What follows belongs to an exercise in optimizing a design on an open flow for small area, a short achievable clock period and few clock cycles; a production flow would make more cautious choices.
The RTL was checked by simulation tests, not by an equivalence proof against the original design.
No activity file was given, so power comes from the tool's default toggle rates.

// pipe_engine
module pipe_engine (
    input  wire         clk,
    input  wire         rst,           
    input  wire [1:0]   cfg_policy,    
    input  wire         cfg_exe_fwd,   
    input  wire         cfg_mem_fwd,   
    input  wire         cmd_valid,
    output wire         cmd_ready,
    input  wire [69:0]  cmd,
    input  wire [3:0]   tr_status,     
    input  wire [195:0] tr_rec,        
    output wire         rsp_valid,
    output reg          rsp_ok,
    output reg  [63:0]  rsp_val,
    output reg  [1:0]   rsp_pulls      
);
Settings: LEC_CHECK=0, CAP_MARGIN=20, CORE_MARGIN=2, CORE_UTILIZATION=40, CTS_BUF_LIST=sky130_fd_sc_hd__clkbuf_16, CTS_CLUSTER_DIAMETER=80, CTS_CLUSTER_SIZE=24, PLACE_DENSITY=0.6, SETUP_SLACK_MARGIN=5, SLEW_MARGIN=20; clock period 12.0 ns.
standard.sh (not shown) runs the stock make flow with config.mk's settings and CLKGATE_MAP_FILE= SYNTH_SCRIPT=/design/flow/synth_recipe.tcl, a recipe that flattens the netlist after the stock synthesis.
==> flow/flow/run.sh <==
#!/bin/bash
# Standard layout (standard.sh), with one change: ORFS's synthesis runs a
# copy of the ORFS scripts folder whose ABC mapping script is
# flow/abc_speed.script (area-recovering mapping, no ABC buffering/sizing;
# OpenROAD's repair steps size and buffer afterwards). Registers, their
# names and cell types are those of the standard synthesis: ABC maps only
# the combinational logic.
set -euo pipefail
cd "$(dirname "$0")/.."
rm -rf scripts_mod
cp -r "$FLOW_HOME/scripts" scripts_mod
cp flow/abc_speed.script scripts_mod/abc_speed.script
bash standard.sh SCRIPTS_DIR="$PWD/scripts_mod" finish > make_finish.log 2>&1
==> flow/flow/abc_speed.script <==
&get -n
&st
&syn2
&dch
&nf -R 30
&put
Testbench counts at the start, summed over its fixed seeds: cycles 12,000.
Then changed:
==> flow/run.sh (new file) <==
#!/bin/bash
# synth_recipe.tcl (not shown) runs the flow's synth.tcl, then flattens the netlist and writes it again
# the make line also repeats each setting of config.mk as NAME=value (left out here)
make -C /OpenROAD-flow-scripts/flow DESIGN_CONFIG=/design/flow/config.mk WORK_HOME=/design/flow/orfs CLKGATE_MAP_FILE= SYNTH_SCRIPT=/design/flow/synth_recipe.tcl finish
Settings changed: CORE_UTILIZATION 40 to 55, CTS_BUF_LIST sky130_fd_sc_hd__clkbuf_16 to default, CTS_CLUSTER_DIAMETER 80 to default, CTS_CLUSTER_SIZE 24 to default, PLACE_DENSITY 0.6 to 0.7.
removed: flow/flow/run.sh
removed: flow/flow/abc_speed.script
removed: flow/standard.sh
After rerunning: The new run passed the timing, DRC and antenna checks. Hold slack got worse by 0.0054 ns. Routed wire length increases by 6.4%. Via count rises by 6.2%. Final area came out higher by 3.8%. Global-route usage goes up by 9.7 points. Final cell count is lower by 0.62%. Total power is higher by 15%. Clock-buffer cell count went up by 69. Maximum frequency went down by 0.51%. Setup slack degrades by 0.036 ns. Sequential cell count is unchanged.
Then changed:
Settings changed: CORE_UTILIZATION 55 to 40, PLACE_DENSITY 0.7 to 0.6, SETUP_SLACK_MARGIN 5 to 3.
=> The new run finished clean. Worst setup slack gets worse by 1.9 ns. Via count drops by a few percent. Wire length drops by a few percent. Maximum frequency drops by about a fifth.
Then changed:
Settings changed: SETUP_SLACK_MARGIN 3 to 5.
Result: The new run produced a clean layout. Cell area is higher by 5.5%. Setup slack is better by 1.9 ns. Maximum frequency is higher by 28%. Global-route usage is higher by 1.5 points. Combinational power is higher by 12%. Wire length is higher by 7.2%. Utilization is higher by 2.5 points.

========
Another version of the RTL of pipe_engine (not shown whole).
Size: ~690 flip-flops, about 31000 um2 of cells after synthesis.
clock: 12.0 ns
lec_check: 0
cap_margin: 20
core_margin: 2
core_utilization: 40
cts_buf_list: sky130_fd_sc_hd__clkbuf_16
cts_cluster_diameter: 80
cts_cluster_size: 24
place_density: 0.6
setup_slack_margin: 5
slew_margin: 20
==> flow/flow/run.sh <==
#!/bin/bash
# Standard layout (standard.sh), with one change: ORFS's synthesis runs a
# copy of the ORFS scripts folder whose ABC mapping script is
# flow/abc_speed.script (area-recovering mapping, no ABC buffering/sizing;
# OpenROAD's repair steps size and buffer afterwards). Registers, their
# names and cell types are those of the standard synthesis: ABC maps only
# the combinational logic.
set -euo pipefail
cd "$(dirname "$0")/.."
rm -rf scripts_mod
cp -r "$FLOW_HOME/scripts" scripts_mod
cp flow/abc_speed.script scripts_mod/abc_speed.script
bash standard.sh SCRIPTS_DIR="$PWD/scripts_mod" finish > make_finish.log 2>&1
==> flow/flow/abc_speed.script <==
&get -n
&st
&syn2
&dch
&nf -R 30
&put
The baseline finished with timing, DRC and antenna clean.
Testbench counts at the start, summed over its fixed seeds: cycles 12,018.
Next try:
==> flow/run.sh (new file) <==
#!/bin/bash
# synth_recipe.tcl (not shown) runs the flow's synth.tcl, then flattens the netlist and writes it again
# the make line also repeats each setting of config.mk as NAME=value (left out here)
make -C /OpenROAD-flow-scripts/flow DESIGN_CONFIG=/design/flow/config.mk WORK_HOME=/design/flow/orfs CLKGATE_MAP_FILE= SYNTH_SCRIPT=/design/flow/synth_recipe.tcl finish
removed: flow/flow/run.sh
removed: flow/flow/abc_speed.script
removed: flow/standard.sh
Clock power decreases by a few percent.
Non-clock buffer count goes up by 44.
Via count rose by a quarter to a third.
Global-route usage increases by 4.1 points.
Power is about the same.
Sequential power hardly moves.
Final area goes up by a little under a tenth.
Die area climbs by roughly a tenth.

========
== run A ==
pipe_engine, a different RTL version from the one above (not shown whole).
Size: ~2700 cells after synthesis, ~800 flip-flops, roughly 350 I/O pins, about 29000 sq um of cells after synthesis.
// pipe_engine
module pipe_engine (
    input  wire         clk,
    input  wire         rst,           
    input  wire [1:0]   cfg_policy,    
    input  wire         cfg_exe_fwd,   
    input  wire         cfg_mem_fwd,   
    input  wire         cmd_valid,
    output wire         cmd_ready,
    input  wire [69:0]  cmd,
    input  wire [3:0]   tr_status,     
    input  wire [195:0] tr_rec,        
    output wire         rsp_valid,
    output reg          rsp_ok,
    output reg  [63:0]  rsp_val,
    output reg  [1:0]   rsp_pulls      
);
Settings: LEC_CHECK=0, CAP_MARGIN=20, CORE_MARGIN=2, CORE_UTILIZATION=40, CTS_BUF_LIST=sky130_fd_sc_hd__clkbuf_16, CTS_CLUSTER_DIAMETER=100, CTS_CLUSTER_SIZE=32, PLACE_DENSITY=0.6, SETUP_SLACK_MARGIN=5, SLEW_MARGIN=20; clock period 12.0 ns.
run.sh (not shown) runs the stock make flow with config.mk's settings and CLKGATE_MAP_FILE= SYNTH_SCRIPT=/design/flow/synth_recipe.tcl, a recipe that flattens the netlist after the stock synthesis.
Stock flow here: none of the scripts above is used.
Both conditions hold for run A: the flow ran to the end and the final layout passed the timing, DRC and antenna checks.
Testbench counts of run A, summed over its fixed seeds: cycles 12,016.
--- input diff run A..run B ---
# run A
export LEC_CHECK = 0
export CAP_MARGIN = 20
export CORE_MARGIN = 2
export CORE_UTILIZATION = 40
export CTS_BUF_LIST = sky130_fd_sc_hd__clkbuf_16
export CTS_CLUSTER_DIAMETER = 100
export CTS_CLUSTER_SIZE = 32
export PLACE_DENSITY = 0.6
export SETUP_SLACK_MARGIN = 5
export SLEW_MARGIN = 20
create_clock -name core_clock -period 12.0 [get_ports {clk}]
# run B
export LEC_CHECK = 0
export CAP_MARGIN = 20
export CORE_MARGIN = 2
export CORE_UTILIZATION = 40
export CTS_BUF_LIST = sky130_fd_sc_hd__clkbuf_16
export CTS_CLUSTER_DIAMETER = 80
export CTS_CLUSTER_SIZE = 24
export PLACE_DENSITY = 0.6
export SETUP_SLACK_MARGIN = 4.5
export SLEW_MARGIN = 20
create_clock -name core_clock -period 12.0 [get_ports {clk}]
## What came out
Number of buffers created by CTS (run B vs. run A) increases by more than a quarter. Global-route wire length before repair (run B over run A): decrease, 4.6%. The lower final critical delay including setup and external delays of run A and run B is in run A. Run B ended with more worst path arrival time than run A. Sort run A and run B by design area, descending, and run A comes first. Run B packs its core looser than run A. Critical-path cell with the highest stage delay = sky130_fd_sc_hd__a22o_1: run A; critical-path cell with the highest stage delay = sky130_fd_sc_hd__or3b_4: run B. Run A → run B: total power grew by 3.5%; combinational group share of total power shrank by 0.3 points.
The inputs of run C differ from those of run B as listed below.
# run B
export LEC_CHECK = 0
export CAP_MARGIN = 20
export CORE_MARGIN = 2
export CORE_UTILIZATION = 40
export CTS_BUF_LIST = sky130_fd_sc_hd__clkbuf_16
export CTS_CLUSTER_DIAMETER = 80
export CTS_CLUSTER_SIZE = 24
export PLACE_DENSITY = 0.6
export SETUP_SLACK_MARGIN = 4.5
export SLEW_MARGIN = 20
create_clock -name core_clock -period 12.0 [get_ports {clk}]
# run C
export LEC_CHECK = 0
export CAP_MARGIN = 20
export CORE_MARGIN = 2
export CORE_UTILIZATION = 50
export CTS_BUF_LIST = sky130_fd_sc_hd__clkbuf_16
export CTS_CLUSTER_DIAMETER = 80
export CTS_CLUSTER_SIZE = 24
export PLACE_DENSITY = 0.7
export SETUP_SLACK_MARGIN = 4.75
export SLEW_MARGIN = 20
create_clock -name core_clock -period 12.0 [get_ports {clk}]
### Flow results
Clock power, run C vs run B: down by a few percent. Taking run B as the reference point, the total instance count after detailed placement of run C falls by 4.9%. The largest clock skew in the final design of run C falls short of that of run B by 0.027 ns. From run B to run C the numbers moved as follows: post-layout instance area held; number of setup violations in the final report held; fraction of registers with async set/reset held; area of the die went down 20%; total power went down 52 uW. Number of gates resized after CTS is higher on run C. Total global-route track usage in run C is 4.6 points higher than in run B. On hold slack: between run B and run C, it ends up lower for run B.
Inputs modified between run C and run D:
# run C
export LEC_CHECK = 0
export CAP_MARGIN = 20
export CORE_MARGIN = 2
export CORE_UTILIZATION = 50
export CTS_BUF_LIST = sky130_fd_sc_hd__clkbuf_16
export CTS_CLUSTER_DIAMETER = 80
export CTS_CLUSTER_SIZE = 24
export PLACE_DENSITY = 0.7
export SETUP_SLACK_MARGIN = 4.75
export SLEW_MARGIN = 20
create_clock -name core_clock -period 12.0 [get_ports {clk}]
# run D
export LEC_CHECK = 0
export CAP_MARGIN = 20
export CORE_MARGIN = 2
export CORE_UTILIZATION = 40
export CTS_BUF_LIST = sky130_fd_sc_hd__clkbuf_16
export CTS_CLUSTER_DIAMETER = 80
export CTS_CLUSTER_SIZE = 24
export PLACE_DENSITY = 0.6
export SETUP_SLACK_MARGIN = 5
export SLEW_MARGIN = 20
create_clock -name core_clock -period 12.0 [get_ports {clk}]
Notes after the runs:
- Run D finished all stages; the layout is clean.
- Delta (run D minus run C): static leakage power rose by 0.88 nW; sum of routed wire length over all layers increased about 9%; final cell count rose about 8%; register-to-register setup slack -0.10 ns; total core area picked up an extra about 25%.
### run D -> run E
# run D
export LEC_CHECK = 0
export CAP_MARGIN = 20
export CORE_MARGIN = 2
export CORE_UTILIZATION = 40
export CTS_BUF_LIST = sky130_fd_sc_hd__clkbuf_16
export CTS_CLUSTER_DIAMETER = 80
export CTS_CLUSTER_SIZE = 24
export PLACE_DENSITY = 0.6
export SETUP_SLACK_MARGIN = 5
export SLEW_MARGIN = 20
create_clock -name core_clock -period 12.0 [get_ports {clk}]
# run E
export LEC_CHECK = 0
export CAP_MARGIN = 20
export CORE_MARGIN = 2
export CORE_UTILIZATION = 40
export CTS_BUF_LIST = sky130_fd_sc_hd__clkbuf_16
export CTS_CLUSTER_DIAMETER = 80
export CTS_CLUSTER_SIZE = 24
export PLACE_DENSITY = 0.6
export SETUP_SLACK_MARGIN = 4.75
export SLEW_MARGIN = 20
create_clock -name core_clock -period 12.0 [get_ports {clk}]
==> comparison <==
Re global-route usage: run E is 1.1 points down on run D. For run D, the last element of the critical path was rsp_val[12], unlike run E, where it was rsp_val[2]. Diff run E..run D | total power after layout | negligible. Of run E and run D, it is run E that has the higher clock period minus final worst setup slack. met4 as the uppermost metal layer occupied by signal nets was reported by run D, and met5 by run E. Of run D and run E, the higher fraction of area in non-clock buffers belongs to run D. Going from run D to run E, layout overhead on the synthesized area decreased 6.7 points, clock power essentially unchanged. Per the comparison of run E with run D, non-clock buffer count has decreased; critical path depth lower; combinational share of power decreased 0.2 points.

========
Another version of the RTL of pipe_engine (not shown whole).
Size: ~2,800 cells after synthesis, about 350 I/O pins, ~33,000 um^2 of cells after synthesis.
clock: 12.0 ns
lec_check: 0
cap_margin: 20
core_margin: 2
core_utilization: 40
cts_buf_list: sky130_fd_sc_hd__clkbuf_16
cts_cluster_diameter: 80
cts_cluster_size: 24
place_density: 0.6
setup_slack_margin: 5
slew_margin: 20
Testbench counts at the start, summed over its fixed seeds: cycles 12,018.
Next try:
==> flow/flow/run.sh (new file) <==
#!/bin/bash
# Standard layout (standard.sh), with one change: ORFS's synthesis runs a
# copy of the ORFS scripts folder whose ABC mapping script is
# flow/abc_speed.script (area-recovering mapping, no ABC buffering/sizing;
# OpenROAD's repair steps size and buffer afterwards). Registers, their
# names and cell types are those of the standard synthesis: ABC maps only
# the combinational logic.
set -euo pipefail
cd "$(dirname "$0")/.."
rm -rf scripts_mod
cp -r "$FLOW_HOME/scripts" scripts_mod
cp flow/abc_speed.script scripts_mod/abc_speed.script
bash standard.sh SCRIPTS_DIR="$PWD/scripts_mod" finish > make_finish.log 2>&1
==> flow/flow/abc_speed.script (new file) <==
&get -n
&st
&syn2
&dch
&nf -R 30
&put
==> flow/standard.sh (new file) <==
#!/bin/bash
# synth_recipe.tcl (not shown) runs the flow's synth.tcl, then flattens the netlist and writes it again
# the make line also repeats each setting of config.mk as NAME=value (left out here)
make -C /OpenROAD-flow-scripts/flow DESIGN_CONFIG=/design/flow/config.mk WORK_HOME=/design/flow/orfs CLKGATE_MAP_FILE= SYNTH_SCRIPT=/design/flow/synth_recipe.tcl "${@:-finish}"
removed: flow/run.sh
Synthesized area falls by 2.8%.
Combinational power rises by 85%.
Sequential power rises by 22%.
First-iteration DRC count rises by 15%.
Worst setup slack is worse by 160 ps.
Wire length rises by 8.0%.

========
## P
pipe_engine, a different RTL version from the one above (not shown whole).
Size in the first run: about 3000 cells after synthesis, ~30000 µm² of cells after synthesis.
clock: 12.0 ns
lec_check: 0
cap_margin: 20
core_margin: 2
core_utilization: 40
cts_buf_list: sky130_fd_sc_hd__clkbuf_16
cts_cluster_diameter: 80
cts_cluster_size: 24
place_density: 0.6
setup_slack_margin: 4.75
slew_margin: 20
Stock flow here: none of the scripts above is used.
Testbench counts of P, summed over its fixed seeds: cycles 12,016.
Relative to P, the following input files were edited for Q:
- PLACE_DENSITY now 0.7, was 0.6
- CORE_UTILIZATION now 50, was 40
[summary]
Critical path depth essentially unchanged between P and Q.
Q vs. P: filler cell count went down by 1842, number of setup buffers added after CTS went up by 7.3%, height of the chip down about 10%.
Summary: final area, Q better than P
P → Q: total chip power decreased by 0.078 mW relative to the old numbers; sequential cell count closely matched the old numbers.
Re global-route wire length before repair: Q is about 2.4% down on P.

==> what the ideal ports hide <==
In the flow no input, the clock included, has a driving cell. The finished layouts below were timed again as built, in two steps.
Step 1 sets driving cells, clkbuf_16 on the clock port and buf_2 on the other inputs (assumed; they add their load-dependent delay and slew).
Step 2 times the ports against the registers' clock, not the clock port: input delays grow and output delays shrink by t, the midpoint of the rising clock arrivals with the driver on.
Three values: ideal ports, drivers, drivers and shift; two values: the first two.
| run | t, ns | slack for setup (ns) | worst setup path after step 2 | clock arrival spread, ns | worst data-port slew with drivers (ns) |
|---|---|---|---|---|---|
| the first run of note 1 | 0.671 | 4.916 / 4.847 / 4.589 | input to register | 0.053 / 0.053 | 0.08 |
| the second run of note 1 | 0.693 | 4.879 / 4.835 / 4.661 | input to register | 0.025 / 0.025 | 0.06 |
| the third run of note 1 | 0.703 | 3.023 / 2.993 / 2.993 | input to output | 0.030 / 0.030 | 0.05 |
| the fourth run of note 1 | 0.704 | 4.968 / 4.870 / 4.571 | input to register | 0.037 / 0.036 | 0.21 |
| the first run of note 2 | 0.656 | 4.539 / 4.507 / 3.944 | input to register | 0.038 / 0.038 | 0.11 |
| the second run of note 2 | 0.682 | 4.819 / 4.752 / 4.467 | input to register | 0.042 / 0.042 | 0.12 |
| run A | 0.663 | 4.769 / 4.717 / 4.717 | input to output | 0.047 / 0.046 | 0.06 |
| run B | 0.676 | 4.583 / 4.562 / 4.562 | input to output | 0.049 / 0.049 | 0.04 |
| run C | 0.671 | 4.737 / 4.695 / 4.695 | input to output | 0.024 / 0.023 | 0.06 |
| run D | 0.679 | 4.839 / 4.794 / 4.794 | input to output | 0.059 / 0.059 | 0.08 |
| run E | 0.676 | 4.727 / 4.696 / 4.696 | input to output | 0.050 / 0.051 | 0.04 |
| the first run of note 4 | 0.674 | 4.972 / 4.931 / 4.931 | input to output | 0.040 / 0.039 | 0.10 |
| the second run of note 4 | 0.675 | 4.813 / 4.769 / 4.392 | input to register | 0.037 / 0.037 | 0.08 |
| P | 0.668 | 4.772 / 4.732 / 4.732 | input to output | 0.042 / 0.041 | 0.07 |
| Q | 0.666 | 4.665 / 4.613 / 4.613 | input to output | 0.038 / 0.038 | 0.05 |
After both steps every run listed still meets setup and hold. The setup slack of the first run of note 2, which loses most, moves by -0.032 ns with the drivers and by -0.595 ns with both steps.
